Background: an optimization exercise with open tools, aiming at small area, a short achievable clock period and few clock cycles per item. Do not read the settings as production practice.
RTL that was checked went through simulation tests only; none was proved equivalent to the original.
For run 2, only the layout was checked, not whether the RTL still works.
The clock port is modelled as an ideal driver; clocking choices that lean on that would not hold on a real chip.
Power is estimated from default activity; no workload was simulated.

File: design/flow/flow/run.sh
#!/bin/bash
set -euo pipefail
export BUFFER_PORTS_ARGS="-buffer_cell sky130_fd_sc_hd__buf_1"
export SETUP_SLACK_MARGIN=9.9
bash standard.sh cts > standard_cts.log 2>&1
CTS_ODB=$PWD/orfs/results/sky130hd/ptc_analyzer/base/4_cts.odb \
  openroad -no_init -exit flow/clock_root.tcl > clock_root.log 2>&1
bash standard.sh > standard.log 2>&1
File: design/flow/flow/clock_root.tcl
read_db $::env(CTS_ODB)
set block [ord::get_db_block]
set clk_net [$block findNet clk]
set roots {}
foreach it [$clk_net getITerms] { lappend roots [$it getInst] }
if {[llength $roots] != 1} { error "expected one cell on the clock port, found [llength $roots]" }
set root [lindex $roots 0]
if {![string match "sky130_fd_sc_hd__clkbuf_*" [[$root getMaster] getName]]} { error "root is not a clock buffer" }
set root_out ""
foreach it [$root getITerms] {
  if {[[$it getMTerm] getIoType] eq "OUTPUT"} { set root_out [$it getNet] }
}
set loads {}
foreach it [$root_out getITerms] {
  if {[[$it getMTerm] getIoType] eq "INPUT"} { lappend loads $it }
}
if {[llength $loads] > 4} { puts "root drives [llength $loads] pins, left as is"; exit }
foreach it $loads {
  set inst [$it getInst]
  if {![string match "sky130_fd_sc_hd__clkbuf_*" [[$inst getMaster] getName]]} { puts "root drives a non-buffer, left as is"; exit }
}
foreach it $loads {
  $it disconnect
  $it connect $clk_net
}
puts "removed [$root getName]; the clock port drives [llength $loads] buffers"
odb::dbInst_destroy $root
odb::dbNet_destroy $root_out
write_db $::env(CTS_ODB)
File: design/flow/standard.sh
#!/bin/bash
# synth_recipe.tcl (not shown) runs the flow's synth.tcl, then flattens the netlist and writes it again
# the make line also repeats each setting of config.mk as NAME=value (left out here)
make -C /OpenROAD-flow-scripts/flow DESIGN_CONFIG=/design/flow/config.mk WORK_HOME=/design/flow/orfs CLKGATE_MAP_FILE= SYNTH_SCRIPT=/design/flow/synth_recipe.tcl "${@:-finish}"
File: design/flow/config.mk
export PLATFORM = sky130hd
export DESIGN_NAME = ptc_analyzer
export DESIGN_NICKNAME = ptc_analyzer
export VERILOG_FILES = /design/flow/design.v
export SDC_FILE = /design/flow/constraint.sdc
export NUM_CORES = 4
export LEC_CHECK = 0
export CAP_MARGIN = 20
export CORE_MARGIN = 2
export CORE_UTILIZATION = 55
export CTS_CLUSTER_DIAMETER = 150
export CTS_CLUSTER_SIZE = 25
export PLACE_DENSITY = 0.7
export SLEW_MARGIN = 20
File: design/flow/constraint.sdc
create_clock -name core_clock -period 14.0 [get_ports {clk}]
set_input_delay 2.8000 -clock core_clock [delete_from_list [all_inputs] [get_ports {clk}]]
set_output_delay 2.8000 -clock core_clock [all_outputs]
set_load 0.01 [all_outputs]
File: design/flow/design.v
module ptc_analyzer (
    input  wire        clk,
    input  wire        rst,
    input  wire        in_valid,
    output reg         in_ready,
    input  wire [7:0]  in_data,
    output reg         ent_valid,
    output wire [3:0]  ent_index,
    output wire [23:0] ent_start,
    output wire [15:0] ent_size,
    output wire [7:0]  ent_type_flags,
    output reg  [2:0]  ent_kind,
    output wire        ent_active,
    output wire        ent_locked,
    output reg  [15:0] ent_size_kb,
    output reg         ent_contig_err,
    output wire [20:0] ent_expected,
    output wire [69:0] ent_name,
    output reg         res_valid,
    output reg  [1:0]  res_status,
    output wire [15:0] res_magic,
    output wire [15:0] res_cks_stored,
    output wire [15:0] res_cks_computed,
    output wire [7:0]  res_drive_type,
    output wire [23:0] res_total,
    output wire [15:0] res_cylinders,
    output wire [7:0]  res_heads,
    output wire [7:0]  res_sectors,
    output wire [7:0]  res_interleave,
    output wire [7:0]  res_boot,
    output wire [31:0] res_active_slots,
    output wire [20:0] res_partitioned,
    output wire [15:0] res_contig_mask,
    output reg         res_w_checksum,
    output reg         res_w_total,
    output reg         res_w_geometry,
    output wire [23:0] res_derived_cyl,
    output reg  [16:0] res_logical_mb_x10,
    output wire [24:0] res_native_mb_x10,
    output wire [4:0]  res_viol_count
);
    reg  [8:0] c;
    wire       take = in_valid & in_ready;
    reg        tk;
    reg  [7:0] din;
    reg  [3:0] idx;
    reg  [15:0] magic, cks_st, cyl;
    reg  [7:0]  drive, heads, sect, inter, boot;
    reg  [23:0] total;
    reg  [31:0] active;
    reg  [7:0]  a0, a1;
    reg  [23:0] e_start;
    reg  [15:0] e_size;
    reg  [7:0]  e_tf;
    reg  [69:0] e_name;
    reg  [20:0] x;                  
    reg  [15:0] mask;
    reg  [4:0]  viol;
    reg         st1, st2, st3;
    reg         emit;                   
    wire magic_ok = (magic == 16'hAEAE);
    function [6:0] sanitize;
        input [7:0] b;
        begin
            if (b[6:5] == 2'b00 || b[6:0] == 7'h7F) sanitize = 7'h3F;
            else                                   sanitize = b[6:0];
        end
    endfunction
    wire [6:0] din_s = sanitize(din);
    wire [3:0]  lc;                     
    wire [11:0] lv = {1'b0, din, 3'd0} + {3'd0, din, 1'b0}
                   + {8'd0, c[2] ? lc : 4'd0} + {9'd0, c[2] & ~c[0], 2'd0};
    integer k;
    always @(posedge clk) begin
        din <= in_data;
        idx <= c[8:5];
        if (tk) begin
            case (c)
                9'd0:   magic[7:0]    <= din;
                9'd1:   magic[15:8]   <= din;
                9'd4:   cks_st[7:0]   <= din;
                9'd5:   cks_st[15:8]  <= din;
                9'd8:   drive         <= din;
                9'd9: begin
                    total[7:0]    <= din;
                end
                9'd12: begin
                    total[15:8]   <= din;
                    res_logical_mb_x10[4:0]  <= lv[7:3];
                end
                9'd13: begin
                    total[23:16]  <= din;
                    res_logical_mb_x10[16:5] <= lv;
                end
                9'd17:  cyl[7:0]      <= din;
                9'd20:  cyl[15:8]     <= din;
                9'd21:  heads         <= din;
                9'd24:  sect          <= din;
                9'd25:  inter         <= din;
                9'd28:  boot          <= din;
                9'd33:  active[7:0]   <= din;
                9'd36:  active[15:8]  <= din;
                9'd37:  active[23:16] <= din;
                9'd40:  active[31:24] <= din;
                default: ;
            endcase
            case (c[4:0])
                5'd2:  e_start[7:0]   <= din;
                5'd3:  e_start[15:8]  <= din;
                5'd6:  e_start[23:16] <= din;
                5'd7:  e_size[7:0]    <= din;
                5'd10: e_size[15:8]   <= din;
                5'd11: e_tf           <= din;
                5'd14: e_name[6:0]    <= din_s;
                5'd15: e_name[13:7]   <= din_s;
                5'd18: e_name[20:14]  <= din_s;
                5'd19: e_name[27:21]  <= din_s;
                5'd22: e_name[34:28]  <= din_s;
                5'd23: e_name[41:35]  <= din_s;
                5'd26: e_name[48:42]  <= din_s;
                5'd27: e_name[55:49]  <= din_s;
                5'd30: e_name[62:56]  <= din_s;
                5'd31: e_name[69:63]  <= din_s;
                default: ;
            endcase
            if (c == 9'd0 || c == 9'd1) begin
                if (c[0]) a1 <= din;
                else      a0 <= din;
            end else if (c != 9'd4 && c != 9'd5) begin
                if (c[0]) a1 <= a1 ^ din;
                else      a0 <= a0 ^ din;
            end
        end
    end
    wire last = take && c == 9'd510;    
    wire w_cks_c = (cks_st != {a1, a0});
    wire w_tot_c = ({3'd0, x} != total);
    always @(posedge clk) begin
        if (rst) begin
            c         <= 9'd511;
            in_ready  <= 1'b1;
            ent_valid <= 1'b0;
            emit      <= 1'b0;
            res_valid <= 1'b0;
            st1       <= 1'b0;
            st2       <= 1'b0;
            st3       <= 1'b0;
            tk        <= 1'b0;
        end else begin
            if (take) c <= c + 9'd1;
            tk        <= take;
            emit      <= tk && c[4:0] == 5'd31;
            ent_valid <= tk && c[4:0] == 5'd31 && magic_ok;
            st1       <= last;
            st2       <= st1;
            st3       <= st2;
            res_valid <= st3;
            in_ready  <= !last && !st1;
        end
    end
    always @(posedge clk) begin
        if (rst || res_valid)
            x <= 21'd1;
        else if (emit || st3)
            x <= x + {{5{st3}}, e_size | {16{st3}}};      
        if (emit)
            mask <= {ent_contig_err, mask[15:1]};
        if (rst || res_valid)
            viol <= 5'd0;
        else if (emit)
            viol <= viol + {4'd0, ent_contig_err};
        else if (st3)
            viol <= viol + {4'd0, w_cks_c} + {4'd0, w_tot_c} + {4'd0, res_w_geometry};
    end
    always @(posedge clk) begin
        ent_contig_err <= (e_start != {3'd0, x});
        ent_kind       <= (e_tf[3:0] <= 4'd4) ? e_tf[2:0] : 3'd5;
        ent_size_kb    <= {1'b0, e_size[15:1]} + {15'd0, e_size[0] & e_size[1]};
        res_w_checksum <= w_cks_c;
        res_w_total    <= w_tot_c;
        if (!magic_ok)                      res_status <= 2'd1;
        else if (heads == 8'd0 || sect == 8'd0) res_status <= 2'd2;
        else                                res_status <= 2'd0;
    end
    reg  [23:0] q;
    reg  [7:0]  rem;
    reg  [24:0] nmb;
    assign lc = rem[3:0];
    wire        mclr  = c[8:5] == 4'd1;
    wire        mstep = c[8:6] == 3'd1;
    wire [5:0]  t     = c[5:0];
    wire        x1    = (t[5:3] == 3'd0) && heads[t[2:0]];
    wire [8:0]  t1    = {1'b0, rem} + (x1 ? {1'b0, sect} : 9'd0);
    wire        h1 = q[16], h2 = q[17], h3 = q[18], c1 = q[19];
    wire        z     = h1 ^ h3 ^ c1;
    wire        zc    = (h1 & h3) | (h1 & c1) | (h3 & c1);
    wire [16:0] t2    = {1'b0, q[15:0]} + (z ? {1'b0, cyl} : 17'd0);
    wire        dpass = (c[8:5] == 4'd4 || c[8:5] == 4'd5) && c[4:3] != 2'b11;
    wire        dbit  = q[23];
    wire [7:0]  dvs   = c[5] ? sect : heads;
    wire [8:0]  dt    = {rem, dbit};
    wire [9:0]  dd    = {1'b0, dt} - {2'b0, dvs};
    wire        dge   = !dd[9];
    always @(posedge clk) begin
        if (tk) begin
            if (dpass) begin
                rem <= dge ? dd[7:0] : dt[7:0];
                q   <= {q[22:0], dge};
            end else if (c == 9'd127) begin
                rem <= 8'd0;
                q   <= total;
            end else if (mstep) begin
                rem      <= t1[8:1];
                q[19:0]  <= {zc, h2, h1, t1[0], t2[16:1]};
                if (t >= 6'd11 && t <= 6'd35)
                    nmb <= {t2[0], nmb[24:1]};
            end else if (c == 9'd9 || c == 9'd12) begin
                rem[3:0] <= lv[11:8];
            end else if (c[8:4] != 5'd0) begin
                rem <= 8'd0;
                if (mclr) q[19:0] <= 20'd1024;
            end
        end
        res_w_geometry <= (q > {8'd0, cyl});
    end
    assign ent_index        = idx;
    assign ent_start        = e_start;
    assign ent_size         = e_size;
    assign ent_type_flags   = e_tf;
    assign ent_active       = e_tf[6];
    assign ent_locked       = e_tf[7];
    assign ent_expected     = x;
    assign ent_name         = e_name;
    assign res_magic        = magic;
    assign res_cks_stored   = cks_st;
    assign res_cks_computed = {a1, a0};
    assign res_drive_type   = drive;
    assign res_total        = total;
    assign res_cylinders    = cyl;
    assign res_heads        = heads;
    assign res_sectors      = sect;
    assign res_interleave   = inter;
    assign res_boot         = boot;
    assign res_active_slots = active;
    assign res_partitioned  = x;
    assign res_contig_mask  = mask;
    assign res_derived_cyl  = q;
    assign res_native_mb_x10 = nmb;
    assign res_viol_count   = viol;
endmodule
==> results of run 1 <==
flip-flops by register name, summed over array words and instances, names as in the netlist, 16 cells and up:
| register | cells |
|---|---|
| nmb | 25 |
| magic | 16 |
| total | 24 |
| q | 24 |
| e_start | 24 |
| cks_st | 16 |
| active | 32 |
| cyl | 16 |
| e_name | 70 |
| res_logical_mb_x10 | 17 |
| e_size | 16 |
| mask | 16 |
| x | 21 |
| ent_size_kb | 16 |
how the worst min path moves through the flow:
stage / endpoint / slack (ps) / from
after floorplan: idx[1]$_DFF_P_ / 330 / c[6]$_SDFFE_PP1P_
after global placement: st3$_SDFF_PP0_ / 420 / st2$_SDFF_PP0_
after detailed placement: st3$_SDFF_PP0_ / 430 / st2$_SDFF_PP0_
after CTS: st3$_SDFF_PP0_ / 450 / st2$_SDFF_PP0_
after global routing: nmb[2]$_DFFE_PP_ / 460 / nmb[3]$_DFFE_PP_
final: st3$_SDFF_PP0_ / 450 / st2$_SDFF_PP0_
cell families after synthesis:
logic type | count (synthesis) | share of synthesized area
buffers and inverters | 110 | 0.0273
DFF | 448 | 0.649
muxes | 22 | 0.0127
xor gates and xnor gates | 138 | 0.0620
and+or+nand+nor | 401 | 0.104
adders and majority gates | 103 | 0.0700
AOI/OAI and AO/OA | 212 | 0.0747
final cells by class:
type | instances | area, um^2
sequential | 448 | 12700
fill | 2744 | 12500
multi-input combinational | 876 | 6340
timing repair buffer | 468 | 1820
tap | 455 | 569
clock buffer | 35 | 567
inverter | 52 | 195
clock inverter | 1 | 8.76
routing by layer:
layer | part of all wire | vias up
met5 | 0.00061 | -
met4 | 0.026 | 6
met3 | 0.099 | 80
met2 | 0.48 | 629
met1 | 0.40 | 6562
li1 | - | 6050
power breakdown:
part | leakage (nW) | switching [W] | internal (W) | total (W)
clock network | 0.275 | 0.000391 | 0.000280 | 0.000671
registers | 3.97 | 0.0000326 | 0.00146 | 0.00150
logic | 3.65 | 0.000132 | 0.0000760 | 0.000208
stage by stage:
step | utilization | cell area, um^2 | total power, W
after CTS | 0.639 | 22200 | 0.00240
after global routing | 0.639 | 22200 | 0.00245
after floorplan | - | 19500 | 0.00166
final | 0.639 | 22200 | 0.00237
after global placement | 0.620 | 21500 | 0.00172
after detailed placement | 0.621 | 21500 | 0.00173
what timing repair did:
| action | 4_1_cts | 5_1_grt |
|---|---|---|
| resized for setup | 18 | 4 |
| endpoints found under the setup margin | 36 | 11 |
| buffers inserted | 3 | 0 |
cell usage after synthesis, drive strengths merged (8+ instances only):
cell type and number:
nor2 97, a21oi 55, clkbuf 21, fa 10, or2 29, dfxtp 80
o21ai 47, mux2i 18, nand2b 20, buf 37, xnor2 88, a211oi 8
a22o 10, nor2b 20, inv 52, edfxtp 368, nor3 17, nand4 20
nor4 21, a21o 26, a22oi 8, nand2 91, nand3 27, and3 14
xor2 50, ha 93, and2 33
==> results.txt, run 1 <==
Crit. End Element output pin; Rows 68; GRT overflow 0; Worst EP required roughly 11,000 ps; clk buf depth 3; Post-Place Cells roughly 2,300; Post-Syn Nets 1,548; top_reg_cell synth edfxtp_1; Final Worst Setup Slack ~10,000 ps; critical-path cell list buf_1; Async S/R FF share, synth 0; drc violations 0; Netlist cell types 68; fin nets ~2,000; Clock Sinks approximately 450; CP Data Arrival Time 1170 ps; Hold WS ~450 ps; core area between 30,000 and 40,000 um^2; met1 Use GR 0.388; vias after detailed routing around 13,000; Num CTS Buffers 21; gpl congestion approximately 0.92; Hold/Removal Path Class reg2reg; Cell Count, Final, Fillers Out between 2,000 and 2,500; pre-CTS setup slack about 9400 ps; initial antenna violation count 5; CP max FO 4; clk latency of the worst-skew pair around 420 ps; Max-Cap Viols 0; peak supply drop just over 0.1 mV; FF-to-FF setup slack 10,250 ps; Post-Syn Instances between 1,000 and 1,500; drt wl/cell ~24 um; Die Y around 190 um; num ports 452; met3 Use GR 0.0762; CTS tree built; Max stage delay cell, worst path edfxtp_1; Max stage delay on crit path around 460 ps; Via-to-Cell Ratio 5.71; Crit. Startpoint q[19]$_DFFE_PP_; Post-DRT Antenna Nets 0; number of global-route vias before repair between 10,000 and 15,000; #FFs+latches synth about 450; Post-Syn Area between 15,000 and 20,000 um^2; Max Freq between 0.2 and 0.3 GHz; Die Span X roughly 190 um; Ys Warns 1; Critical path destination res_derived_cyl[19]; ant diodes 0; commonest non-fill, non-tap cell in the layout buf_1; Levels on crit path 1; starting density of the core 0.561; Setup crit start kind flip-flop; grt peak-use layer met2; Clock transition at path regs around 110 ps; Area Overhead vs Synth 13.8%; Synth area leader edfxtp_1; top-area cell type share of the netlist area 0.567; hold_buf cts 0; dpl hpwl just over 40,000 um; Setup CP Type reg2out; initial DRC count a little under 1,000; largest net degree at the start of global routing 32; fin crit period 3970 ps; met2 Use GR 0.478; Post-Route WL between 50,000 and 60,000 um; Fin Clk Skew ~15 ps; H-tree Lvls 1; r2r startpoint c[0]$_SDFFE_PP1P_; commonest non-fill, non-tap cells in the layout 450 x buf_1, 368 x edfxtp_1, 93 x nor2_1, 93 x ha_1, 91 x nand2_1; pins over their slew limit 0; hold path depth 1; setup repair after global routing missed its margin no; Port-buffer cells roughly 450; Worst Path Buf+Inv 1; setup tns final 0 ps; CTS root buf clkbuf_16; final count of hold timing violations 0; Avg Synthesized Cell Area 13.6 um^2; final worst path period share 0.284; Rel. slew slack 0.291; Slew @ Worst Pin ~1100 ps; All-Layer GR Usage 0.292; delay-heaviest family, CP flip-flops; leakage 7.89 nW; drt pass-1 iters 5; Pwr Density approximately 110 nW/um^2; status timing/DRC/antenna clean; Post-synth EDFFs about 370; Crit Reg-Reg Endpoint rem[6]$_DFFE_PP_; largest cells by area after synthesis edfxtp_1 57%, dfxtp_1 8.2%, ha_1 6.0%, xnor2_1 4.0%, xor2_1 2.2%; post-synthesis sequential area ratio 0.649; FF-to-FF path depth 14; global-route wire length before repair between 70,000 and 80,000 um; Die Footprint between 30,000 and 40,000 um^2; share of cells above drive strength 1 0.0617; final setup violation count 0
Testbench counts, summed over its fixed seeds: cycles 197,392, tables 384.
==> inputs of run 2 (changes only) <==
--- a/design/flow/design.v
+++ b/design/flow/design.v
@@ -173,8 +173,27 @@
             viol <= viol + {4'd0, w_cks_c} + {4'd0, w_tot_c} + {4'd0, res_w_geometry};
     end
+    reg        kb_cy;
+    reg  [7:0] kb_lc;
+    reg  [6:0] kb_lo;
+    reg  [9:0] kb_hc;
+    reg  [8:0] kb_hi;
+    always @(*) begin
+        kb_lc[0] = e_size[0] & e_size[1];
+        for (k = 0; k < 7; k = k + 1) begin
+            kb_lo[k]   = e_size[k + 1] ^ kb_lc[k];
+            kb_lc[k+1] = e_size[k + 1] & kb_lc[k];
+        end
+        kb_hc[0] = kb_cy;
+        for (k = 0; k < 8; k = k + 1) begin
+            kb_hi[k]   = e_size[k + 8] ^ kb_hc[k];
+            kb_hc[k+1] = e_size[k + 8] & kb_hc[k];
+        end
+        kb_hi[8] = kb_hc[8];
+    end
     always @(posedge clk) begin
         ent_contig_err <= (e_start != {3'd0, x});
         ent_kind       <= (e_tf[3:0] <= 4'd4) ? e_tf[2:0] : 3'd5;
-        ent_size_kb    <= {1'b0, e_size[15:1]} + {15'd0, e_size[0] & e_size[1]};
+        kb_cy          <= kb_lc[7];
+        ent_size_kb    <= {kb_hi, kb_lo};
         res_w_checksum <= w_cks_c;
         res_w_total    <= w_tot_c;
==> run 2 against run 1 <==
- still clean on timing, DRC and antenna
- hold slack improved by 4.4 ps
- sequential share of layout area fell by 0.36 points
- register-to-register slack got worse by 100 ps
- routed wire length rose by 2.9%
- setup slack improved by 3.5 ps
- design area rose by 0.82%
- global-route usage rose by 0.89 points
- non-clock buffer count fell by 3
- critical path type unchanged
- highest routed layer unchanged
==> results.txt, run 2 <==
top-area cell type share of the netlist area 0.560 (was 0.567); FILL cells 2,821 (was 2,744); final worst path period share 0.283 (was 0.284); status timing/DRC/antenna clean (unchanged); Synth Area in Simple Gates 0.109 (was 0.104); peak supply drop 0.114 mV (was 0.104 mV); All-Layer GR Usage 0.301 (was 0.292); #FFs+latches synth 449 (was 448); initial antenna violation count 2 (was 5); H-tree Lvls 1 (unchanged); FF-to-FF setup slack 10,150 ps (was 10,250 ps); Post-Syn Area 19,700 um^2 (was 19,500 um^2); Clock Sinks 449 (was 448); CP Data Arrival Time 1170 ps (about the same); clk latency of the worst-skew pair 430 ps (was 420 ps); GRT overflow 0 (unchanged); drc violations 0 (unchanged); Num CTS Buffers 21 (unchanged); delay-heaviest family, CP flip-flops (unchanged); core area 35,500 um^2 (was 34,700 um^2); commonest cells in the netlist 368 x edfxtp_1, 116 x nand2_1, 106 x ha_1, 106 x nor2_1, 81 x dfxtp_1 (was 368 x edfxtp_1, 96 x nor2_1, 93 x ha_1, 91 x nand2_1, 88 x xnor2_1); Synth area leader edfxtp_1 (unchanged); metal2 WL 27,300 um (was 26,600 um); drt wl/cell 24.1 um (was 23.9 um); complex-gate fraction of the synthesized area 0.0800 (was 0.0747); largest net degree at the start of global routing 31 (was 32); critical-path cell list buf_1 (unchanged); setup repair after global routing missed its margin no (unchanged); Max stage delay cell, worst path dfxtp_1 (was edfxtp_1); Rel. slew slack 0.284 (was 0.291); Hold/Removal Path Class reg2reg (unchanged); ant diodes 0 (unchanged); Slew @ Worst Pin 1070 ps (was 1060 ps); Post-Synth XOR/XNOR Area 0.0502 (was 0.0620); Core Util, Final 0.630 (was 0.639); CP max FO 6 (was 4); hold path depth 0 (was 1); post-synthesis sequential area ratio 0.642 (was 0.649); Pwr Density 107 nW/um^2 (about the same); Clk pwr share 0.282 (about the same); num ports 452 (unchanged); Crit Reg-Reg Endpoint rem[2]$_DFFE_PP_ (was rem[6]$_DFFE_PP_); Fin Clk Skew 25.4 ps (was 15.1 ps); Max Freq 0.252 GHz (about the same); Die Footprint 37,400 um^2 (was 37,000 um^2); final count of hold timing violations 0 (unchanged); Switching Fraction 0.238 (was 0.234); commonest non-fill, non-tap cells in the layout 450 x buf_1, 368 x edfxtp_1, 116 x nand2_1 (was 450 x buf_1, 368 x edfxtp_1, 93 x nor2_1, 93 x ha_1, 91 x nand2_1); number of global-route vias before repair 13,699 (was 12,775); Ys Warns 1 (unchanged); global-route wire length before repair 85,500 um (was 79,100 um); final setup violation count 0 (unchanged); combinational power share 0.088 (about the same); leakage 7.87 nW (was 7.89 nW); Die Y 193 um (was 192 um); Hold Path Sink nmb[21]$_DFFE_PP_ (was st3$_SDFF_PP0_); Avg Synthesized Cell Area 13.3 um^2 (was 13.6 um^2); initial DRC count 1,246 (was 963); max reg flops 70 (unchanged); starting density of the core 0.556 (was 0.561); Crit. End Element output pin (unchanged); Power Internal 0.00182 W (about the same); gpl congestion 0.917 (was 0.919); hold path start nmb[22]$_DFFE_PP_ (was st2$_SDFF_PP0_); Async S/R FF share, synth 0 (unchanged); routed length on met3 5510 um (was 5560 um); mux cell area share after synthesis 0.0147 (was 0.0127); Setup crit start kind flip-flop (unchanged); Post-Syn Instances 1,487 (was 1,434); fin crit period 3970 ps (about the same); Area Overhead vs Synth 13.3% (was 13.8%); Rows 69 (was 68); top_reg_cell synth edfxtp_1 (unchanged); largest register by flop count e_name (unchanged); Post-Syn Nets 1,614 (was 1,548); commonest non-fill, non-tap cell in the layout buf_1 (unchanged); Die Span X 193 um (was 192 um); post-synthesis adder-cell area fraction 0.0774 (was 0.0700); CTS root buf clkbuf_16 (unchanged); Worst EP required 11,200 ps (about the same); largest cells by area after synthesis edfxtp_1 56%, dfxtp_1 8.2%, ha_1 6.7%, xnor2_1 3.2%, nand2_1 2.2% (was edfxtp_1 57%, dfxtp_1 8.2%, ha_1 6.0%, xnor2_1 4.0%, xor2_1 2.2%); Max stage delay on crit path 550 ps (was 460 ps); most frequent cell after synthesis edfxtp_1 (unchanged); fin nets 2,036 (was 1,980); Flop pwr share 0.631 (was 0.630); Max-Cap Viols 0 (unchanged); Post-synth EDFFs 368 (unchanged); vias after detailed routing 13,869 (was 13,327); setup tns final 0 ps (unchanged); Netlist cell types 72 (was 68); share of cells above drive strength 1 0.0468 (was 0.0617); switching pwr 0.000566 W (was 0.000556 W); drt pass-1 iters 6 (was 5); Via-to-Cell Ratio 5.82 (was 5.71); Setup CP Type reg2out (unchanged); Post-DRT Antenna Nets 0 (unchanged); dpl hpwl 42,200 um (was 40,400 um); Top Registers e_name x70, active x32, nmb x25 (unchanged); Worst Path Buf+Inv 1 (unchanged); CTS tree built (unchanged); clk buf depth 3 (unchanged); Port-buffer cells 451 (unchanged); Hold WS 452 ps (was 448 ps); Post-Route M1 WL 23,200 um (was 22,300 um); largest family of logic cells by synthesized area simple AND/OR/NAND/NOR gates (unchanged); Post-Route WL 57,500 um (was 55,900 um); r2r startpoint din[1]$_DFF_P_ (was c[0]$_SDFFE_PP1P_); pins over their slew limit 0 (unchanged); FF-to-FF path depth 10 (was 14); Clock transition at path regs 100 ps (was 110 ps); top routing layer in use met5 (unchanged); hold_buf cts 0 (unchanged)
[run 2: changes by cell type in the layout (fill, tap and decap cells not counted), sizes merged, moves of 6 or more]
cell / previous run / this run
xor2: 50 / 40
o21ai: 47 / 53
inv: 53 / 45
nor2: 97 / 106
nand2: 91 / 116
ha: 93 / 106
xnor2: 88 / 73
o21a: 6 / 12
o211ai: 3 / 12
a21o: 26 / 19
[run 2: layout make-up]
| cell class | count | area (um^2) | area share |
|---|---|---|---|
| clock buffers | 35 | 557 | 0.0249 |
| inverters | 45 | 169 | 0.00755 |
| multi-input cells | 928 | 6550 | 0.293 |
| repair buffers | 465 | 1800 | 0.0805 |
| well taps | 461 | 577 | 0.0258 |
| clock inverters | 1 | 8.76 | 0.000392 |
| flip-flops and latches | 449 | 12700 | 0.568 |
[run 2: layer usage]
layer / up-vias / track usage
li1: 6282 / -
met1: 6801 / 0.403
met2: 694 / 0.494
met3: 90 / 0.0718
met4: 2 / 0.0817
met5: - / 0
[run 2: logic make-up (layout without fill, tap and decap cells)]
group | after synthesis | in the layout
DFF | 449 | 449
and+or+nand+nor | 433 | 433
AOI/OAI and AO/OA | 240 | 240
adders and majority gates | 116 | 116
xor gates and xnor gates | 113 | 113
buffers and inverters | 110 | 546
muxes | 26 | 26
[run 2: worst max path at each step]
| stage | start | to | slack [ps] | cells after the start |
|---|---|---|---|---|
| 2_1_floorplan | rst | x[17]$_SDFFE_PP0P_ | 10220 | 4 |
| 3_3_place_gp | rst | x[17]$_SDFFE_PP0P_ | 9280 | 6 |
| 3_5_place_dp | rst | x[17]$_SDFFE_PP0P_ | 9210 | 6 |
| 4_1_cts | x[19]$_SDFFE_PP0P_ | res_partitioned[19] | 9900 | 1 |
| 5_1_grt | rst | x[17]$_SDFFE_PP0P_ | 9940 | 6 |
| 6_report | x[19]$_SDFFE_PP0P_ | res_partitioned[19] | 10030 | 1 |
[run 2: metrics by stage]
step | power, W | area, um^2 | instances | setup slack [ps]
2_1_floorplan | 0.00166 | 19700 | 1487 | 10220
3_3_place_gp | 0.00173 | 21700 | 2347 | 9280
3_5_place_dp | 0.00174 | 21700 | 2347 | 9210
4_1_cts | 0.00241 | 22400 | 2385 | 9900
5_1_grt | 0.00246 | 22400 | 2384 | 9940
6_report | 0.00238 | 22400 | 2384 | 10030
[run 2: power groups by stage]
| stage | Clock, W | Sequential, W | Combinational (W) |
|---|---|---|---|
| 2_1_floorplan | 0 | 0.00152 | 0.000141 |
| 3_3_place_gp | 0 | 0.00153 | 0.000203 |
| 3_5_place_dp | 0 | 0.00153 | 0.000207 |
| 4_1_cts | 0.000703 | 0.00150 | 0.000208 |
| 5_1_grt | 0.000728 | 0.00150 | 0.000229 |
| 6_report | 0.000671 | 0.00150 | 0.000209 |
[run 2: what timing repair did]
item	in CTS	in global routing
buffers inserted	1	0
setup endpoints to repair	41	7
gates resized for setup	21	1
==> inputs of run 3 (changes only) <==
--- a/design/flow/design.v
+++ b/design/flow/design.v
@@ -173,27 +173,8 @@
             viol <= viol + {4'd0, w_cks_c} + {4'd0, w_tot_c} + {4'd0, res_w_geometry};
     end
-    reg        kb_cy;
-    reg  [7:0] kb_lc;
-    reg  [6:0] kb_lo;
-    reg  [9:0] kb_hc;
-    reg  [8:0] kb_hi;
-    always @(*) begin
-        kb_lc[0] = e_size[0] & e_size[1];
-        for (k = 0; k < 7; k = k + 1) begin
-            kb_lo[k]   = e_size[k + 1] ^ kb_lc[k];
-            kb_lc[k+1] = e_size[k + 1] & kb_lc[k];
-        end
-        kb_hc[0] = kb_cy;
-        for (k = 0; k < 8; k = k + 1) begin
-            kb_hi[k]   = e_size[k + 8] ^ kb_hc[k];
-            kb_hc[k+1] = e_size[k + 8] & kb_hc[k];
-        end
-        kb_hi[8] = kb_hc[8];
-    end
     always @(posedge clk) begin
         ent_contig_err <= (e_start != {3'd0, x});
         ent_kind       <= (e_tf[3:0] <= 4'd4) ? e_tf[2:0] : 3'd5;
-        kb_cy          <= kb_lc[7];
-        ent_size_kb    <= {kb_hi, kb_lo};
+        ent_size_kb    <= {1'b0, e_size[15:1]} + {15'd0, e_size[0] & e_size[1]};
         res_w_checksum <= w_cks_c;
         res_w_total    <= w_tot_c;
==> design/flow/flow/run.sh (replaced) <==
#!/bin/bash
# Standard ORFS layout with three changes: buf_1 port buffers, the setup
# repair asked to leave extra slack at the design's clock period, and the
# clock tree's intermediate level removed after CTS (the root clock buffer
# drives the leaf buffers directly, lowering every register's clock
# latency alike).
set -euo pipefail
export BUFFER_PORTS_ARGS="-buffer_cell sky130_fd_sc_hd__buf_1"
export SETUP_SLACK_MARGIN=9.9
bash standard.sh cts > standard_cts.log 2>&1
CTS_ODB=$PWD/orfs/results/sky130hd/ptc_analyzer/base/4_cts.odb \
  openroad -no_init -exit flow/flatten_clock.tcl > flatten_clock.log 2>&1
bash standard.sh > standard.log 2>&1
==> design/flow/flow/flatten_clock.tcl (new file) <==
# Removes the intermediate level of the clock tree: every buffer driven by
# the root clock buffer is taken out and its loads (the leaf buffers) are
# driven by the root buffer directly. Every register keeps the same number
# of buffers less one between the clock port and its clock pin.
read_db $::env(CTS_ODB)
set block [ord::get_db_block]
set clk_net [$block findNet clk]
set root ""
foreach it [$clk_net getITerms] {
  if {[$it isInputSignal] || [[$it getMTerm] getIoType] eq "INPUT"} {
    set root [$it getInst]
  }
}
if {$root eq ""} { error "no root clock buffer" }
puts "root clock buffer: [$root getName] ([[$root getMaster] getName])"
set root_out ""
foreach it [$root getITerms] {
  if {[[$it getMTerm] getIoType] eq "OUTPUT"} { set root_out [$it getNet] }
}
puts "root net: [$root_out getName]"
set mids {}
foreach it [$root_out getITerms] {
  if {[[$it getMTerm] getIoType] eq "INPUT"} { lappend mids [$it getInst] }
}
set moved 0
foreach mid $mids {
  set mname [[$mid getMaster] getName]
  if {![string match "sky130_fd_sc_hd__clkbuf_*" $mname]} {
    puts "skipping [$mid getName] ($mname)"
    continue
  }
  set onet ""
  foreach it [$mid getITerms] {
    if {[[$it getMTerm] getIoType] eq "OUTPUT"} { set onet [$it getNet] }
  }
  set loads {}
  foreach it [$onet getITerms] {
    if {[[$it getMTerm] getIoType] eq "INPUT"} { lappend loads $it }
  }
  foreach it $loads {
    $it disconnect
    $it connect $root_out
    incr moved
  }
  puts "removed [$mid getName], [llength $loads] loads moved"
  odb::dbInst_destroy $mid
  odb::dbNet_destroy $onet
}
puts "moved $moved loads to [$root_out getName]"
write_db $::env(CTS_ODB)
removed: design/flow/flow/clock_root.tcl
==> run 3 against run 2 <==
- synthesized cell count down 3.6%
- area after synthesis down 1.2%
- still clean on timing, DRC and antenna
- power down 1.1%
- clock skew down 10 ps
- design area down 0.59%
- maximum frequency down 2.9%
- die area down 1.2%
- non-clock buffer count up 12
- setup slack worse by 120 ps
==> results.txt, run 3 <==
Crit. End Element output pin (unchanged); Post-Syn Area 19,500 um^2 (was 19,700 um^2); dpl hpwl 40,400 um (was 42,200 um); complex-gate fraction of the synthesized area 0.0747 (was 0.0800); Setup crit start kind flip-flop (unchanged); Hold Path Sink st3$_SDFF_PP0_ (was nmb[21]$_DFFE_PP_); hold path start st2$_SDFF_PP0_ (was nmb[22]$_DFFE_PP_); status timing/DRC/antenna clean (unchanged); starting density of the core 0.561 (was 0.556); mux cell area share after synthesis 0.0127 (was 0.0147); Cell Count, Final, Fillers Out 2,343 (was 2,384); Clock transition at path regs 100 ps (about the same); Port-buffer cells 451 (unchanged); top-area cell type share of the netlist area 0.567 (was 0.560); FF-to-FF path depth 14 (was 10); Overall Power 0.00236 W (was 0.00238 W); r2r startpoint c[0]$_SDFFE_PP1P_ (was din[1]$_DFF_P_); ant diodes 0 (unchanged); Max stage delay cell, worst path edfxtp_1 (was dfxtp_1); initial DRC count 985 (was 1,246); Die Span X 192 um (was 193 um); Max stage delay on crit path 530 ps (was 550 ps); initial antenna violation count 5 (was 2); Num CTS Buffers 21 (unchanged); Max-Cap Viols 0 (unchanged); drt pass-1 iters 5 (was 6); Synth area leader edfxtp_1 (unchanged); Post-synth EDFFs 368 (unchanged); clk latency of the worst-skew pair 550 ps (was 430 ps); Ys Warns 1 (unchanged); #FFs+latches synth 448 (was 449); Fin Clk Skew 15.0 ps (was 25.4 ps); Die Y 192 um (was 193 um); setup tns final 0 ps (unchanged); final count of hold timing violations 0 (unchanged); clk buf depth 3 (unchanged); pins over their slew limit 0 (unchanged); fin nets 1,988 (was 2,036); FF-to-FF setup slack 10,250 ps (was 10,150 ps); most frequent cell after synthesis edfxtp_1 (unchanged); leakage 7.93 nW (was 7.87 nW); Worst EP required 11,200 ps (about the same); CTS tree built (unchanged); Async S/R FF share, synth 0 (unchanged); number of global-route vias before repair 12,776 (was 13,699); Post-Syn Nets 1,548 (was 1,614); critical-path cell list clkbuf_2 (was buf_1); core area 34,700 um^2 (was 35,500 um^2); Post-DRT Antenna Nets 0 (unchanged); largest net degree at the start of global routing 32 (was 31); global-route wire length before repair 79,100 um (was 85,500 um); Worst Path Buf+Inv 1 (unchanged); CP Data Arrival Time 1290 ps (was 1170 ps); Final Worst Setup Slack 9910 ps (was 10,030 ps); max reg flops 70 (unchanged); H-tree Lvls 1 (unchanged); peak supply drop 0.128 mV (was 0.114 mV); Post-Place Cells 2,296 (was 2,347); Post-Syn Instances 1,434 (was 1,487); Clock Sinks 448 (was 449); hold_buf cts 0 (unchanged); post-synthesis adder-cell area fraction 0.0700 (was 0.0774); Avg Synthesized Cell Area 13.6 um^2 (was 13.3 um^2); largest cells by area after synthesis edfxtp_1 57%, dfxtp_1 8.2%, ha_1 6.0%, xnor2_1 4.0%, xor2_1 2.2% (was edfxtp_1 56%, dfxtp_1 8.2%, ha_1 6.7%, xnor2_1 3.2%, nand2_1 2.2%); vias after detailed routing 13,355 (was 13,869); largest register by flop count e_name (unchanged); drt wl/cell 23.8 um (was 24.1 um); fin crit period 4090 ps (was 3970 ps); CTS root buf clkbuf_16 (unchanged); Core Util, Final 0.640 (was 0.630); final setup violation count 0 (unchanged); Post-Synth XOR/XNOR Area 0.0620 (was 0.0502); commonest non-fill, non-tap cells in the layout 447 x buf_1, 368 x edfxtp_1, 93 x nor2_1, 93 x ha_1, 91 x nand2_1 (was 450 x buf_1, 368 x edfxtp_1, 116 x nand2_1); Synth Area in Simple Gates 0.104 (was 0.109); commonest non-fill, non-tap cell in the layout buf_1 (unchanged); setup repair after global routing missed its margin yes (was no); delay-heaviest family, CP flip-flops (unchanged); Rows 68 (was 69); GRT overflow 0 (unchanged); Hold/Removal Path Class reg2reg (unchanged); share of cells above drive strength 1 0.0689 (was 0.0468); Area Overhead vs Synth 14.1% (was 13.3%); All-Layer GR Usage 0.300 (was 0.301); Slew @ Worst Pin 1080 ps (was 1070 ps); Crit Reg-Reg Endpoint rem[6]$_DFFE_PP_ (was rem[2]$_DFFE_PP_); num ports 452 (unchanged); Top Registers e_name x70, active x32, nmb x25 (unchanged); final worst path period share 0.292 (was 0.283); Post-Route WL 55,800 um (was 57,500 um); commonest cells in the netlist 368 x edfxtp_1, 96 x nor2_1, 93 x ha_1, 91 x nand2_1, 88 x xnor2_1 (was 368 x edfxtp_1, 116 x nand2_1, 106 x ha_1, 106 x nor2_1, 81 x dfxtp_1); drc violations 0 (unchanged); gpl congestion 0.919 (was 0.917); Die Footprint 37,000 um^2 (was 37,400 um^2); Pwr Density 106 nW/um^2 (was 107 nW/um^2); Rel. slew slack 0.276 (was 0.284); hold path depth 1 (was 0); Via-to-Cell Ratio 5.70 (was 5.82); largest family of logic cells by synthesized area simple AND/OR/NAND/NOR gates (unchanged); Netlist cell types 68 (was 72); Max Freq 0.245 GHz (was 0.252 GHz); Setup CP Type reg2out (unchanged); CP max FO 2 (was 6); pre-CTS setup slack 9380 ps (was 9210 ps); post-synthesis sequential area ratio 0.649 (was 0.642); top_reg_cell synth edfxtp_1 (unchanged)
run 3: cell families after synthesis:
logic type      count (synthesis)
xor+xnor                      138
mux                            22
buf+inv                       110
compound gates                212
fa+ha+maj                     103
flops                         448
simple gates                  401
run 3: final cells by class:
| class | count | area, um^2 |
|---|---|---|
| Inverter | 52 | 195 |
| Clock inverter | 1 | 8.76 |
| Sequential cell | 448 | 12700 |
| Multi-Input combinational cell | 876 | 6330 |
| Tap cell | 455 | 569 |
| Fill cell | 2752 | 12500 |
| Timing Repair Buffer | 477 | 1890 |
| Clock buffer | 34 | 542 |
run 3: power breakdown:
| part | internal, W | switching (W) |
|---|---|---|
| Sequential | 0.00146 | 0.0000325 |
| Combinational | 0.0000760 | 0.000132 |
| Clock | 0.000263 | 0.000389 |
run 3: how the worst max path moves through the flow:
stage,from,endpoint,slack [ps],cells after the start
finish,total[18]$_DFFE_PP_,res_total[18],9910,1
global route,rst,x[18]$_SDFFE_PP0P_,9880,6
CTS,x[1]$_SDFFE_PP0P_,ent_expected[1],9900,1
detailed placement,rst,x[18]$_SDFFE_PP0P_,9380,6
global placement,rst,x[18]$_SDFFE_PP0P_,9420,6
floorplan,rst,x[18]$_SDFFE_PP0P_,9990,6
run 3: repair_timing:
action                                  in CTS  in global routing
buffers inserted                             3                  9
resized for setup                           18                 11
endpoints found under the hold margin        0                  0
endpoints found under the setup margin      36                 20
run 3: worst register-to-register path, cell delays in order (launching register included):
cell	delay (ps)
dfxtp_1	580
mux4_2	300
mux2i_1	70
nor4_1	710
nand2_1	260
inv_1	110
ha_1	230
a21o_1	190
a21oi_1	210
nor2b_1	70
o21ai_0	160
nand2b_1	110
o31a_1	260
xnor2_1	140
o22ai_1	90
run 3: metal layers:
metal	vias to the layer above	global-route usage	share of wire
met5	-	0	0.00061
met4	6	0.106	0.024
met3	74	0.0961	0.10
met2	636	0.477	0.48
met1	6570	0.388	0.40
li1	6069	-	-
run 3: metrics by stage:
stage | hold WS, ps | area [um^2]
global route | 463 | 22200
finish | 448 | 22200
global placement | 423 | 21500
CTS | 451 | 22200
detailed placement | 428 | 21500
floorplan | 326 | 19500
Testbench counts of run 3, summed over its fixed seeds: cycles 197,392, tables 384.
==> inputs of run 4 (changes only) <==
==> design/flow/flow/run.sh (replaced) <==
#!/bin/bash
set -euo pipefail
export BUFFER_PORTS_ARGS="-buffer_cell sky130_fd_sc_hd__buf_1"
export SETUP_SLACK_MARGIN=9.9
bash standard.sh cts > standard_cts.log 2>&1
CTS_ODB=$PWD/orfs/results/sky130hd/ptc_analyzer/base/4_cts.odb \
  openroad -no_init -exit flow/clock_root.tcl > clock_root.log 2>&1
bash standard.sh > standard.log 2>&1
==> design/flow/flow/clock_root.tcl (new file) <==
read_db $::env(CTS_ODB)
set block [ord::get_db_block]
set clk_net [$block findNet clk]
set roots {}
foreach it [$clk_net getITerms] { lappend roots [$it getInst] }
if {[llength $roots] != 1} { error "expected one cell on the clock port, found [llength $roots]" }
set root [lindex $roots 0]
if {![string match "sky130_fd_sc_hd__clkbuf_*" [[$root getMaster] getName]]} { error "root is not a clock buffer" }
proc out_net {inst} {
  foreach it [$inst getITerms] {
    if {[[$it getMTerm] getIoType] eq "OUTPUT"} { return [$it getNet] }
  }
  return ""
}
proc in_loads {net} {
  set l {}
  foreach it [$net getITerms] {
    if {[[$it getMTerm] getIoType] eq "INPUT"} { lappend l $it }
  }
  return $l
}
set root_out [out_net $root]
set loads [in_loads $root_out]
if {[llength $loads] > 2} { puts "root drives [llength $loads] pins, left as is"; exit }
foreach it $loads {
  set inst [$it getInst]
  if {![string match "sky130_fd_sc_hd__clkbuf_*" [[$inst getMaster] getName]]} { puts "root drives a non-buffer, left as is"; exit }
}
foreach it $loads {
  $it disconnect
  $it connect $clk_net
}
puts "removed [$root getName]; the clock port drives [llength $loads] buffers"
odb::dbInst_destroy $root
odb::dbNet_destroy $root_out

set n 0
foreach it $loads {
  set mid [$it getInst]
  set mnet [out_net $mid]
  set leaves [in_loads $mnet]
  if {[llength $leaves] < 4} { continue }
  # split the leaves by their x (or y, whichever spreads them more)
  set pts {}
  foreach l $leaves {
    set b [[$l getInst] getBBox]
    lappend pts [list $l [$b xMin] [$b yMin]]
  }
  set xs [lsort -integer [lmap p $pts {lindex $p 1}]]
  set ys [lsort -integer [lmap p $pts {lindex $p 2}]]
  set k 1
  if {[lindex $ys end] - [lindex $ys 0] > [lindex $xs end] - [lindex $xs 0]} { set k 2 }
  set pts [lsort -integer -index $k $pts]
  set half [expr {[llength $pts] / 2}]
  set moved [lrange $pts $half end]
  incr n
  set nname "[$mid getName]_split"
  set copy [odb::dbInst_create $block [$mid getMaster] $nname]
  set cnet [odb::dbNet_create $block "${nname}_net"]
  $cnet setSigType CLOCK
  # place the copy at the centre of the leaves it drives
  set sx 0; set sy 0
  foreach p $moved { incr sx [lindex $p 1]; incr sy [lindex $p 2] }
  set cx [expr {$sx / [llength $moved]}]
  set cy [expr {$sy / [llength $moved]}]
  $copy setLocation $cx $cy
  $copy setPlacementStatus PLACED
  foreach cit [$copy getITerms] {
    set mname [[$cit getMTerm] getName]
    set io [[$cit getMTerm] getIoType]
    set sig [[$cit getMTerm] getSigType]
    if {$sig eq "POWER" || $sig eq "GROUND"} {
      # supplies as on the buffer it copies
      set net [[$mid findITerm $mname] getNet]
      if {$net ne "NULL" && $net ne ""} { $cit connect $net }
    } elseif {$io eq "INPUT"} {
      $cit connect $clk_net
    } elseif {$io eq "OUTPUT"} {
      $cit connect $cnet
    }
  }
  foreach p $moved {
    set l [lindex $p 0]
    $l disconnect
    $l connect $cnet
  }
  puts "split [$mid getName]: [expr {[llength $pts] - [llength $moved]}] leaves stay, [llength $moved] go to $nname"
}
detailed_placement
check_placement
foreach i [$block getInsts] { if {[string match "*_split" [$i getName]]} { foreach cit [$i getITerms] { set nn [$cit getNet]; puts "  [$i getName]/[[$cit getMTerm] getName] -> [expr {$nn eq "NULL" ? "none" : [$nn getName]}]" } } }
puts "the clock port drives [llength [$clk_net getITerms]] pins"
write_db $::env(CTS_ODB)
removed: design/flow/flow/flatten_clock.tcl
==> run 4 against run 3 <==
- highest routed layer unchanged
- register-to-register slack is essentially flat
- critical path depth grew 5
- sequential power is essentially flat
- clock skew grew 8.0 ps
- global-route usage shrank 0.70 points
- routed wire length grew 0.19%
- synthesized cell count is the same
- count of clock-buffer cells in the layout grew 1
- clock power grew 7.1%
- largest cell class unchanged
==> results.txt, run 4 <==
clk latency of the worst-skew pair 350 ps (was 550 ps); FILL cells 2,739 (was 2,752); Worst EP required 14,290 ps (was 11,200 ps); Port-buffer cells 451 (unchanged); Rel. slew slack 0.284 (was 0.276); commonest non-fill, non-tap cell in the layout buf_1 (unchanged); Top Registers e_name x70, active x32, nmb x25 (unchanged); #FFs+latches synth 448 (unchanged); commonest non-fill, non-tap cells in the layout 450 x buf_1, 368 x edfxtp_1, 93 x nor2_1, 93 x ha_1, 91 x nand2_1 (was 447 x buf_1, 368 x edfxtp_1, 93 x nor2_1, 93 x ha_1, 91 x nand2_1); Pwr Density 108 nW/um^2 (was 106 nW/um^2); Max stage delay cell, worst path or2_4 (was edfxtp_1); top_reg_cell synth edfxtp_1 (unchanged); initial antenna violation count 5 (unchanged); starting density of the core 0.561 (unchanged); fin crit period 3920 ps (was 4090 ps); Max-Cap Viols 0 (unchanged); final setup violation count 0 (unchanged); Setup crit start kind input port (was flip-flop); Clock transition at path regs 100 ps (about the same); Num CTS Buffers 21 (unchanged); Post-Syn Area 19,500 um^2 (unchanged); dpl hpwl 40,400 um (unchanged); status timing/DRC/antenna clean (unchanged); drt pass-1 iters 6 (was 5); leakage 7.91 nW (was 7.93 nW); Fin Clk Skew 23.0 ps (was 15.0 ps); Async S/R FF share, synth 0 (unchanged); most frequent cell after synthesis edfxtp_1 (unchanged); Post-DRT Antenna Nets 0 (unchanged); Die Y 192 um (unchanged); Crit. End Element flip-flop (was output pin); largest cells by area after synthesis edfxtp_1 57%, dfxtp_1 8.2%, ha_1 6.0%, xnor2_1 4.0%, xor2_1 2.2% (unchanged); setup tns final 0 ps (unchanged); Post-Route WL 55,900 um (was 55,800 um); Synth area leader edfxtp_1 (unchanged); commonest cells in the netlist 368 x edfxtp_1, 96 x nor2_1, 93 x ha_1, 91 x nand2_1, 88 x xnor2_1 (unchanged); Netlist cell types 68 (unchanged); CP max FO 18 (was 2); Post-Syn Nets 1,548 (unchanged); pins over their slew limit 0 (unchanged); Clock Sinks 448 (unchanged); delay-heaviest family, CP simple AND/OR/NAND/NOR gates (was flip-flops); peak supply drop 0.104 mV (was 0.128 mV); gpl congestion 0.919 (unchanged); GRT overflow 0 (unchanged); largest register by flop count e_name (unchanged); Avg Synthesized Cell Area 13.6 um^2 (unchanged); top-area cell type share of the netlist area 0.567 (unchanged); setup repair after global routing missed its margin no (was yes); final worst path period share 0.280 (was 0.292); critical-path cell list clkbuf_2, or2_4, nor2_4, o31ai_1, nor4b_1, a211o_1 (was clkbuf_2); Hold/Removal Path Class reg2reg (unchanged); CP Data Arrival Time 4210 ps (was 1290 ps); share of cells above drive strength 1 0.0627 (was 0.0689); number of global-route vias before repair 12,804 (was 12,776); drt wl/cell 23.9 um (was 23.8 um); Hold WS 448 ps (about the same); vias after detailed routing 13,377 (was 13,355); CTS root buf clkbuf_16 (unchanged); largest net degree at the start of global routing 32 (unchanged); Area Overhead vs Synth 14.1% (unchanged); All-Layer GR Usage 0.293 (was 0.300); Post-synth EDFFs 368 (unchanged); num ports 452 (unchanged); global-route wire length before repair 79,200 um (was 79,100 um); Die Footprint 37,000 um^2 (unchanged); final count of hold timing violations 0 (unchanged); clk buf depth 3 (unchanged); Die Span X 192 um (unchanged); Max Freq 0.255 GHz (was 0.245 GHz); Post-Syn Instances 1,434 (unchanged); fin nets 1,982 (was 1,988); Max stage delay on crit path 390 ps (was 530 ps); max reg flops 70 (unchanged); post-synthesis sequential area ratio 0.649 (unchanged); Worst Path Buf+Inv 1 (unchanged); initial DRC count 941 (was 985); Slew @ Worst Pin 1070 ps (was 1080 ps); ant diodes 0 (unchanged); Rows 68 (unchanged); core area 34,700 um^2 (unchanged); Ys Warns 1 (unchanged); H-tree Lvls 1 (unchanged); Via-to-Cell Ratio 5.72 (was 5.70); drc violations 0 (unchanged); Setup CP Type in2reg (was reg2out); CTS tree built (unchanged)
-- run 4: report_power, final --
| group | switching (W) | internal, W | leakage, nW |
|---|---|---|---|
| clock network | 0.000390 | 0.000308 | 0.299 |
| registers | 0.0000324 | 0.00146 | 3.97 |
| logic | 0.000132 | 0.0000759 | 3.65 |
-- run 4: logic make-up after synthesis --
family / count (synthesis) / share of synthesized area
AO/OA/AOI/OAI: 212 / 0.0747
XOR/XNOR: 138 / 0.0620
adder cells (fa/ha/maj): 103 / 0.0700
buffers and inverters: 110 / 0.0273
flip-flops: 448 / 0.649
multiplexers: 22 / 0.0127
AND/OR/NAND/NOR: 401 / 0.104
-- run 4: worst reg2reg max path: stages, from the launching register on --
cell	delay [ps]
dfxtp_1	590
mux4_2	300
mux2i_1	70
nor4_1	710
nand2_1	260
inv_1	110
ha_1	230
a21o_1	190
a21oi_1	210
nor2b_1	70
o21ai_0	160
nand2b_1	110
o31a_1	260
xnor2_1	140
o22ai_1	90
-- run 4: cell type report --
cell class / instances / area, um^2 / share of cell area
Sequential cell: 448 / 12700 / 0.570
Multi-Input combinational cell: 876 / 6340 / 0.285
Timing Repair Buffer: 468 / 1820 / 0.0820
Tap cell: 455 / 569 / 0.0256
Clock buffer: 35 / 567 / 0.0255
Inverter: 52 / 195 / 0.00878
Buffer: 2 / 50.0 / 0.00225
Clock inverter: 1 / 8.76 / 0.000394
-- run 4: what timing repair did --
action | 4_1_cts | 5_1_grt
endpoints found under the hold margin | 0 | 0
setup buffers | 3 | 0
gates resized for setup | 18 | 4
pin swaps | 0 | 0
setup endpoints to repair | 36 | 11
hold buffers | 0 | 0
-- run 4: stage by stage --
stage / std cells / worst slack (ps) / util / power (W) / instance area (um^2)
2_1_floorplan: 1434 / 9990 / - / 0.00166 / 19500
3_3_place_gp: 2296 / 9420 / 0.620 / 0.00172 / 21500
5_1_grt: 2337 / 9930 / 0.640 / 0.00247 / 22200
3_5_place_dp: 2296 / 9380 / 0.621 / 0.00173 / 21500
6_report: 2337 / 10080 / 0.640 / 0.00240 / 22200
4_1_cts: 2336 / 9900 / 0.639 / 0.00240 / 22200
-- run 4: routing by layer --
layer / vias to the layer above / part of all wire / GRT usage
met1: 6606 / 0.40 / 0.389
met2: 625 / 0.48 / 0.477
met4: 6 / 0.026 / 0.0810
met5: - / 0.00061 / 0
li1: 6049 / - / -
met3: 91 / 0.099 / 0.0777
-- run 4: path summary, 6_finish.rpt --
path,endpoint,start,depth (start not counted),slack [ps]
worst max register to register,rem[6]$_DFFE_PP_,c[0]$_SDFFE_PP1P_,14,10240
worst min-delay path,st3$_SDFF_PP0_,st2$_SDFF_PP0_,1,450
worst max-delay path,x[18]$_SDFFE_PP0P_,rst,6,10080
worst min register to register,st3$_SDFF_PP0_,st2$_SDFF_PP0_,1,450

## afterwards: timing with drivers on the ports
The flow's constraints put no driver on any port. The routed layouts listed below were extracted and timed again, unchanged, in two steps.
Step 1, drivers: a clkbuf_16 drives clk and a buf_2 each remaining input, both assumed.
Step 2, shift: input delay + t, output delay - t, t = (earliest + latest rising clock arrival at the registers) / 2. This alone moves slack from input paths to output paths.
Slacks: no drivers / after step 1 / after step 2; pairs: no drivers / after step 1.
run | t (ns) | setup slack, ns | worst data-port slew with drivers (ns)
run 1 | 0.477 | 10.029 / 9.962 / 9.664 | 0.10
run 2 | 0.482 | 10.032 / 9.968 / 9.575 | 0.08
run 3 | 0.603 | 9.913 / 9.857 / 9.434 | 0.10
run 4 | 0.433 | 10.085 / 10.016 / 9.682 | 0.10
After both steps every run listed still meets setup and hold. The setup slack of run 3, which loses most, moves by -0.056 ns with the drivers and by -0.479 ns with both steps.
